Background: an optimization exercise with open tools, aiming at small area. Do not read the settings as production practice.
At most, simulation tests tie the RTL to the original design; equivalence was not proved.
Power figures rest on the tool's default switching activity, not on a simulated workload.

==> inputs of run a <==
==> flow/design.v (excerpt) <==
module rgbvm_core (
    input  wire        clk,
    input  wire        rst,
    input  wire        start,
    input  wire [31:0] entry_ip,
    input  wire [16:0] entry_sp,
    input  wire [16:0] stack_top,
    input  wire [16:0] stack_low,
    input  wire        budget_en,
    input  wire [31:0] budget,
    output wire        busy,
    output reg         done,
    output wire [2:0]  status,
    output wire [31:0] res_ip,
    output wire [16:0] res_sp,
    output wire [31:0] res_count,
    output reg         mem_en,
    output reg         mem_we,
    output wire [15:0] mem_addr,
    output wire [7:0]  mem_wdata,
    input  wire [7:0]  mem_rdata,
    output wire        call_req,
    output wire [7:0]  call_id,
    output wire [16:0] call_sp,
    input  wire        call_ack,
    input  wire        call_ok,
    output wire        out_req,
    output wire [7:0]  out_data,
    input  wire        out_ack,
    input  wire        out_ok
);
export LEC_CHECK = 0
export ABC_AREA = 1
export CAP_MARGIN = 20
export CORE_MARGIN = 2
export CORE_UTILIZATION = 40
export SLEW_MARGIN = 20
create_clock -name core_clock -period 9.5 [get_ports {clk}]
standard.sh (not shown) runs the stock make flow with config.mk's settings and CLKGATE_MAP_FILE= SYNTH_SCRIPT=/design/flow/synth_recipe.tcl, a recipe that flattens the netlist after the stock synthesis.
==> flow/flow/run.sh <==
#!/bin/bash
# The standard layout with three changes: port buffers from the smallest
# buffer cell, a clock tree of clkbuf_8 without dummy loads, and the
# floorplan's combinational cells set to their smallest drive strength before
# placement (the later repair steps size up what timing needs).
set -euo pipefail
export BUFFER_PORTS_ARGS="-buffer_cell sky130_fd_sc_hd__buf_1"
export CTS_ARGS="-sink_clustering_enable -repair_clock_nets -dont_use_dummy_load -buf_list sky130_fd_sc_hd__clkbuf_8 -sink_clustering_size 30 -sink_clustering_max_diameter 250"
bash standard.sh floorplan > standard_floorplan.log 2>&1
export DS_DB="orfs/results/${FLOW_PLATFORM}/rgbvm_core/base/2_floorplan.odb"
export DS_DONT_USE="$(make -s -f - print-dont-use <<'MK' 2>/dev/null || true
include config.mk
print-dont-use: ; @echo $(DONT_USE_CELLS)
MK
)"
openroad -no_init -exit flow/downsize.tcl > downsize.log 2>&1
bash standard.sh finish > standard_finish.log 2>&1
==> flow/flow/downsize.tcl <==
# Swap each combinational cell of the floorplan for the smallest cell of its
# family (same function and pins, lower drive strength). Flip-flops, clock
# cells and tap cells keep their masters. Later repair steps size cells up
# again where timing, slew or capacitance call for it.
read_db $::env(DS_DB)
set db [ord::get_db]
set block [ord::get_db_block]
set dont_use [split $::env(DS_DONT_USE)]
set swapped 0
set saved 0
foreach inst [$block getInsts] {
    set master [$inst getMaster]
    set name [$master getName]
    if {![regexp {^(sky130_fd_sc_hd__[a-z0-9]+)_([0-9]+)$} $name -> base drive]} {
        continue
    }
    if {[regexp {__(df|edf|sdf|dl|sdl|clk|tap|fill|decap|conb|diode|lpflow|probe)} $base]} {
        continue
    }
    set best $master
    foreach d {0 1 2 4} {
        set cand [$db findMaster ${base}_$d]
        if {$cand == "NULL" || $cand eq ""} { continue }
        if {[lsearch -exact $dont_use [$cand getName]] >= 0} { continue }
        if {[$cand getWidth] < [$best getWidth]} { set best $cand }
    }
    if {$best ne $master} {
        incr saved [expr {[$master getWidth] - [$best getWidth]}]
        $inst swapMaster $best
        incr swapped
    }
}
puts "downsize: swapped $swapped cells, width saved $saved dbu"
write_db $::env(DS_DB)
==> inputs of run b, as changes to run a <==
--- a/flow/design.v
+++ b/flow/design.v
@@ -159,17 +159,17 @@
                                        : (ea_d == 3'd5 || ea_d == 3'd6 || ea_d == 3'd7);
     localparam [2:0] A_0 = 3'd0, A_R = 3'd1, A_SH = 3'd2, A_S8 = 3'd3, A_LEN = 3'd4, A_M = 3'd5,
                      A_SIN = 3'd6;
     localparam [2:0] B_0 = 3'd0, B_M = 3'd1, B_SIN = 3'd2, B_IP = 3'd3, B_CNT = 3'd4;
     reg  [2:0] asel, bsl;
     reg        ia, ib;
     reg  [7:0] a_v, b_v;
     wire       i0 = (i[1:0] == 2'd0);
-    wire [7:0] sin_idx = {mem_rdata[7] ^ (mem_rdata[6] & op[0]), mem_rdata[6] ^ op[0], mem_rdata[5:0]};
+    wire [7:0] sin_idx = {R[31] ^ (R[30] & op[0]), R[30] ^ op[0], R[29:24]};
     wire [18:0] sin_ng = add18({12'd0, ~sin_idx[5:0]}, 18'd0, 1'b1);
     wire [5:0] sin_m   = sin_idx[6] ? sin_ng[5:0] : sin_idx[5:0];
     wire       sin_64  = sin_idx[6] && (sin_idx[5:0] == 6'd0);
     wire       sin_h   = sin_idx[7] && (sin_idx[6:0] != 7'd0);
     wire [4:0] sin_e;
     rgbvm_sin_e u_sin (.m(sin_m), .e(sin_e));
     reg        cx;
     always @(*) begin
@@ -221,21 +221,32 @@
     assign call_id  = R[31:24];
     assign out_data = R[31:24];
     assign call_sp  = sp;
     assign mem_wdata = alu_o;
     reg        b_ip, nos, spo;
     reg [1:0]  oj;
     wire [3:0]  off  = spo ? {room, 3'b100} :
                        (state == S_OPND) ? {1'b0, i} : {1'b0, nos, oj};
-    wire [18:0] adr_s = add18(b_ip ? {2'b00, ip[15:0]} : {1'b0, sp}, {{14{off[3]}}, off}, 1'b0);
-    wire [17:0] adr   = adr_s[17:0];
+    wire [17:0] adr_b = b_ip ? {2'b00, ip[15:0]} : {1'b0, sp};
+    wire [18:0] adr_l = add18({15'd0, adr_b[2:0]}, {15'd0, off[2:0]}, 1'b0);
+    reg  [17:0] adr;
+    reg         adr_t;
+    integer     an;
+    always @(*) begin
+        adr[2:0] = adr_l[2:0];
+        adr_t    = adr_l[3] ^ off[3];
+        for (an = 3; an < 18; an = an + 1) begin
+            adr[an] = adr_b[an] ^ adr_t;
+            adr_t   = adr_t & (adr_b[an] ^ off[3]);
+        end
+    end
     assign mem_addr = adr[15:0];
     wire        sp_eq     = (adr[16:2] == stack_top[16:2]);
-    wire        chk_under = room && (adr[17] || lt17(adr[16:0], stack_low));
+    wire        sp_low    = lt17(sp, stack_low);
     always @(*) begin
         mem_en = 1'b0;
         mem_we = 1'b0;
         b_ip   = 1'b0;
         spo    = 1'b0;
         nos    = is_bin;
         oj     = i[1:0];
         asel   = A_0;
@@ -264,23 +275,16 @@
             end
             S_RMW: begin
                 mem_en = 1'b1;
                 mem_we = ph;
                 case (opc)
                     OP_ADD:  asel = A_R;
                     OP_SUB:  begin asel = A_R; ia = 1'b1; end
                     OP_ADD8: asel = A_S8;
-                    OP_SIN, OP_COS: begin
-                        asel = A_SIN;
-                        bsl  = B_SIN;
-                        ia   = i0 && sin_h;
-                        ib   = i0 && sin_h;
-                        cx   = i0 && sin_h;
-                    end
                     OP_INV:  ib = 1'b1;
                     OP_ABS:  ib = fa;
                     default: ib = (k == 5'd0) ? fa : (fa ^ fb);    
                 endcase
             end
             S_COPY: begin
                 mem_en = 1'b1;
                 mem_we = ph;
@@ -298,18 +302,24 @@
                 endcase
                 if (opc != OP_PUSH && opc != OP_POP) oj = i[1:0];
             end
             S_WR: begin
                 mem_en = 1'b1;
                 mem_we = 1'b1;
                 bsl    = B_0;
                 if (opc == OP_MOD) ia = fa;
-                if (!(opc == OP_EQ || opc == OP_NEQ || opc == OP_LT ||
-                      opc == OP_BT || opc == OP_LTE || opc == OP_BTE))
+                if (opc == OP_SIN || opc == OP_COS) begin
+                    asel = A_SIN;
+                    bsl  = B_SIN;
+                    ia   = i0 && sin_h;
+                    ib   = i0 && sin_h;
+                    cx   = i0 && sin_h;
+                end else if (!(opc == OP_EQ || opc == OP_NEQ || opc == OP_LT ||
+                               opc == OP_BT || opc == OP_LTE || opc == OP_BTE))
                     asel = A_R;
             end
             S_CMP: begin
                 mem_en = !ph;
                 asel   = A_R;
                 ia     = 1'b1;
             end
             S_SGN, S_SGN0: begin
@@ -349,17 +359,21 @@
                 asel = A_S8;
                 bsl  = B_IP;
             end
             S_CNT: bsl = B_CNT;
             S_CHK: begin
                 oj  = 2'd0;
                 nos = 1'b0;
             end
-            S_CHK2: spo = 1'b1;
+            S_CHK2: begin
+                spo = !ph;      
+                nos = 1'b1;
+                oj  = 2'd0;
+            end
             S_XCH: begin
                 if (i[1]) asel = A_R;
                 else      bsl  = B_IP;
                 if (i[1]) bsl  = B_0;
             end
             S_XBK: begin
                 asel = A_R;
                 bsl  = B_0;
@@ -376,16 +390,33 @@
     task automatic pass(input [4:0] st, input cinit);
         begin
             state <= st;
             i     <= 3'd0;
             ph    <= 1'b0;
             c     <= cinit;
         end
     endtask
+    task automatic dispatch;
+        begin
+                        z <= 1'b1;
+                        case (opc)
+                            OP_NOOP, OP_HALT, OP_CONS, OP_JR: pass(S_IPA, 1'b0);
+                            OP_CALL: state <= S_HOST;
+                            OP_PUSH, OP_POP, OP_POP8, OP_PUSH8: pass(S_XCH, 1'b0);
+                            OP_DUP: pass(S_COPY, 1'b0);
+                            OP_PC8, OP_PC16, OP_PC32: pass(S_WR, 1'b0);
+                            OP_INV: pass(S_RMW, 1'b1);
+                            OP_ABS: pass(S_SGN0, 1'b0);
+                            OP_ADD8: pass(S_RMW, 1'b0);
+                            OP_MUL: pass(S_CLR, 1'b0);
+                            default: pass(S_LD, 1'b0);   
+                        endcase
+        end
+    endtask
     task automatic shift_r;
         R <= {alu_o, R[31:8]};
     endtask
     always @(posedge clk) begin
         if (rst) begin
             state <= S_IDLE;
             done  <= 1'b0;
         end else begin
@@ -442,52 +473,51 @@
                 end
                 S_CHK: begin
                     if (need1 && sp_eq)
                         finish(ST_OVERFLOW);
                     else
                         state <= S_CHK2;
                 end
                 S_CHK2: begin
-                    if (is_bin && sp_eq)
-                        finish(ST_OVERFLOW);
-                    else if (chk_under)
-                        finish(ST_UNDERFLOW);
-                    else if (chk_doob)
-                        finish(ST_OOB);
-                    else begin
-                        if (room)
+                    if (!ph) begin
+                        if (is_bin && sp_eq)
+                            finish(ST_OVERFLOW);
+                        else if (room) begin
                             sp <= adr[16:0];
-                        z <= 1'b1;
-                        case (opc)
-                            OP_NOOP, OP_HALT, OP_CONS, OP_JR: pass(S_IPA, 1'b0);
-                            OP_CALL: state <= S_HOST;
-                            OP_PUSH, OP_POP, OP_POP8, OP_PUSH8: pass(S_XCH, 1'b0);
-                            OP_DUP: pass(S_COPY, 1'b0);
-                            OP_PC8, OP_PC16, OP_PC32: pass(S_WR, 1'b0);
-                            OP_INV: pass(S_RMW, 1'b1);
-                            OP_ABS: pass(S_SGN0, 1'b0);
-                            OP_ADD8, OP_SIN, OP_COS: pass(S_RMW, 1'b0);
-                            OP_MUL: pass(S_CLR, 1'b0);
-                            default: pass(S_LD, 1'b0);   
-                        endcase
+                            z  <= adr[17];       
+                            ph <= 1'b1;
+                        end else if (chk_doob)
+                            finish(ST_OOB);
+                        else
+                            dispatch;
+                    end else begin
+                        if (z || sp_low) begin
+                            sp <= adr[16:0];
+                            finish(ST_UNDERFLOW);
+                        end else if (chk_doob) begin
+                            sp <= adr[16:0];
+                            finish(ST_OOB);
+                        end else
+                            dispatch;
                     end
                 end
                 S_LD: begin
                     ph <= !ph;
                     if (ph) begin
                         if (opc != OP_JRNZ && opc != OP_JRZ)
                             shift_r;
                         if (mem_rdata != 8'd0) z <= 1'b0;
                         if (is_div)
                             ip[24] <= mem_rdata[7];
                         i  <= i_inc;
-                        if (last || opc == OP_OUT) begin
+                        if (last || opc == OP_OUT || opc == OP_SIN || opc == OP_COS) begin
                             case (opc)
                                 OP_OUT: state <= S_HOST;
+                                OP_SIN, OP_COS: pass(S_WR, 1'b0);
                                 OP_JRNZ, OP_JRZ: pass(S_IPA, 1'b0);
                                 OP_SWAP: pass(S_COPY, 1'b0);
                                 OP_ADD: pass(S_RMW, 1'b0);
                                 OP_SUB: pass(S_RMW, 1'b1);
                                 OP_DIV, OP_MOD: begin
                                     if (z && mem_rdata == 8'd0)
                                         finish(ST_DIVZERO);
                                     else
@@ -517,18 +547,17 @@
                             pass(S_MPASS, 1'b0);
                         else
                             pass(S_DTRY, !fb);
                     end
                 end
                 S_RMW: begin
                     ph <= !ph;
                     if (ph) begin
-                        if (!(opc == OP_SIN || opc == OP_COS))
-                            c <= alu_c;
+                        c <= alu_c;
                         if (opc == OP_ADD || opc == OP_SUB)
                             shift_r;
                         i <= i_inc;
                         if (last) begin
                             if (is_div && k == 5'd0)    
                                 pass(S_CLR, 1'b0);
                             else
                                 pass(S_IPA, 1'b0);
@@ -545,17 +574,18 @@
                             else if (via_ea)
                                 pass(S_XBK, 1'b0);
                             else
                                 pass(S_IPA, 1'b0);
                         end
                     end
                 end
                 S_WR: begin
-                    c <= alu_c;
+                    if (!(opc == OP_SIN || opc == OP_COS))
+                        c <= alu_c;
                     shift_r;
                     i <= i_inc;
                     if (last)
                         pass(S_IPA, 1'b0);
                 end
                 S_CMP: begin
                     ph <= !ph;
                     if (ph) begin
==> flow/flow/run.sh (replaced) <==
#!/bin/bash
# The standard layout with three changes: port buffers from the smallest
# buffer cell, a clock tree of clkbuf_8 without dummy loads, and the
# floorplan's combinational cells set to their smallest drive strength before
# placement (the later repair steps size up what timing needs).
set -euo pipefail
export BUFFER_PORTS_ARGS="-buffer_cell sky130_fd_sc_hd__buf_1"
export CTS_ARGS="-sink_clustering_enable -repair_clock_nets -dont_use_dummy_load -buf_list {sky130_fd_sc_hd__clkbuf_4 sky130_fd_sc_hd__clkbuf_8} -sink_clustering_size 6 -sink_clustering_max_diameter 40"
bash standard.sh floorplan > standard_floorplan.log 2>&1
export DS_DB="orfs/results/${FLOW_PLATFORM}/rgbvm_core/base/2_floorplan.odb"
export DS_DONT_USE="$(make -s -f - print-dont-use <<'MK' 2>/dev/null || true
include config.mk
print-dont-use: ; @echo $(DONT_USE_CELLS)
MK
)"
openroad -no_init -exit flow/downsize.tcl > downsize.log 2>&1
bash standard.sh finish > standard_finish.log 2>&1
==> notes.md <==
quantity                                                                 run a         run b
Top routing layer in use                                                  met4          met5
Sequential share of power                                                0.240         0.268
Total vias in the final route                                            12.4k         12.3k
PnR Total Power                                                        4.08 mW       3.73 mW
Final non-filler cell total                                              2,258         2,172
Width of the chip                                                       171 um        173 um
Part of the power in the clock network                                   0.094         0.101
Synth unique cells                                                          65            68
Initial detailed-routing violation count                                 1,202         1,318
Power consumed by the clock network                                     383 uW        378 uW
WP depth                                                                    27            28
Met2 track demand over resource                                          0.520         0.469
Post-placement cell area                                          13,600 sq um  12,500 sq um
Setup violations, final                                                     19             0
DPL Wire Length                                                      40,200 um     37,600 um
Delay of the slowest cell on the worst path                            0.53 ns       0.65 ns
Outcome                                             complete, but fails checks  no timing/DRC/antenna violations
Layout check failures                                             setup timing             -
Number of signal-net inverters in the final layout                         220           241
Global-route wire length before repair                               71,900 um     70,100 um
Part of the cycle the worst path needs                                    1.05         0.955
Only the layout flow was run in run a; the RTL was not checked for function there.

* * *

==> branch onyx <==
rgbvm_core, a different RTL version from the one above (not shown whole).
==> flow/config.mk <==
export PLATFORM = sky130hd
export DESIGN_NAME = rgbvm_core
export DESIGN_NICKNAME = rgbvm_core
export VERILOG_FILES = /design/flow/design.v
export SDC_FILE = /design/flow/constraint.sdc
export NUM_CORES = 4
export LEC_CHECK = 0
export ABC_AREA = 1
export CAP_MARGIN = 20
export CORE_MARGIN = 2
export CORE_UTILIZATION = 40
export CTS_BUF_LIST = sky130_fd_sc_hd__clkbuf_2 sky130_fd_sc_hd__clkbuf_4 sky130_fd_sc_hd__clkbuf_8
export CTS_CLUSTER_DIAMETER = 100
export CTS_CLUSTER_SIZE = 40
export SLEW_MARGIN = 20
==> flow/constraint.sdc <==
create_clock -name core_clock -period 9.5 [get_ports {clk}]
set_input_delay 1.9000 -clock core_clock [delete_from_list [all_inputs] [get_ports {clk}]]
set_output_delay 1.9000 -clock core_clock [all_outputs]
set_load 0.01 [all_outputs]
==> flow/flow/run.sh <==
#!/bin/bash
set -euo pipefail
export BUFFER_PORTS_ARGS="-buffer_cell sky130_fd_sc_hd__buf_1"
bash standard.sh finish > standard_flow.log 2>&1
==> branch maple (differences from branch onyx) <==
--- a/flow/config.mk
+++ b/flow/config.mk
@@ -9,7 +9,4 @@
 export CAP_MARGIN = 20
 export CORE_MARGIN = 2
 export CORE_UTILIZATION = 40
-export CTS_BUF_LIST = sky130_fd_sc_hd__clkbuf_2 sky130_fd_sc_hd__clkbuf_4 sky130_fd_sc_hd__clkbuf_8
-export CTS_CLUSTER_DIAMETER = 100
-export CTS_CLUSTER_SIZE = 40
 export SLEW_MARGIN = 20
==> notes.md <==
met3 wire len: 3930 um
global-route wire length before repair: 73700 um
met1 Usage GRT: 0.386
Comb group: 0.00271 W
Worst VDD drop: 0.000183 V
wire per inst: 20.2 um
total wire length: 49100 um
DR WL met2: 23200 um
status: no timing/DRC/antenna violations
vias per cell: 5.52
-- figures above: branch onyx

==> notes.md <==
Worst setup endpoint: mem_wdata[6]
wire per inst: 20.2 um
Comb group: 0.00270 W
WHS Path Cells: 0
status: no timing/DRC/antenna violations
Worst VDD drop: 0.000177 V
total wire length: 49100 um
met3 wire len: 3890 um
global-route wire length before repair: 73900 um
DR WL met2: 23300 um
vias per cell: 5.57
Final Cell Area: 14600 um2
Sw Pwr: 0.00238 W
-- figures above: branch maple

[port drivers added, routing unchanged]
The flow's constraints put no driver on any port. The routed layouts listed below were extracted and timed again, unchanged, in two steps. Step 1, drivers: a clkbuf_16 drives clk and a buf_2 each remaining input, both assumed. Step 2 adds t to the input delays and takes it off the output delays; t is the mean of the earliest and latest rising clock arrival at the registers after step 1. Input paths then give back, and output paths get back, about the clock's delay inside the block. Three values: ideal, step 1, step 2; two values: the first two.
run | shift t [ns] | slack for setup (ns) | worst setup path at the end
run a | 0.492 | -0.454 / -0.500 / -0.175 | register to register
run b | 0.492 | 0.427 / 0.378 / 0.871 | register to output
branch onyx | 0.524 | 0.995 / 0.967 / 0.967 | input to output
branch maple | 0.486 | 0.958 / 0.929 / 0.929 | input to output
For branch maple, which loses most, drivers alone change the setup slack by -0.029 ns; drivers and shift together by -0.029 ns.
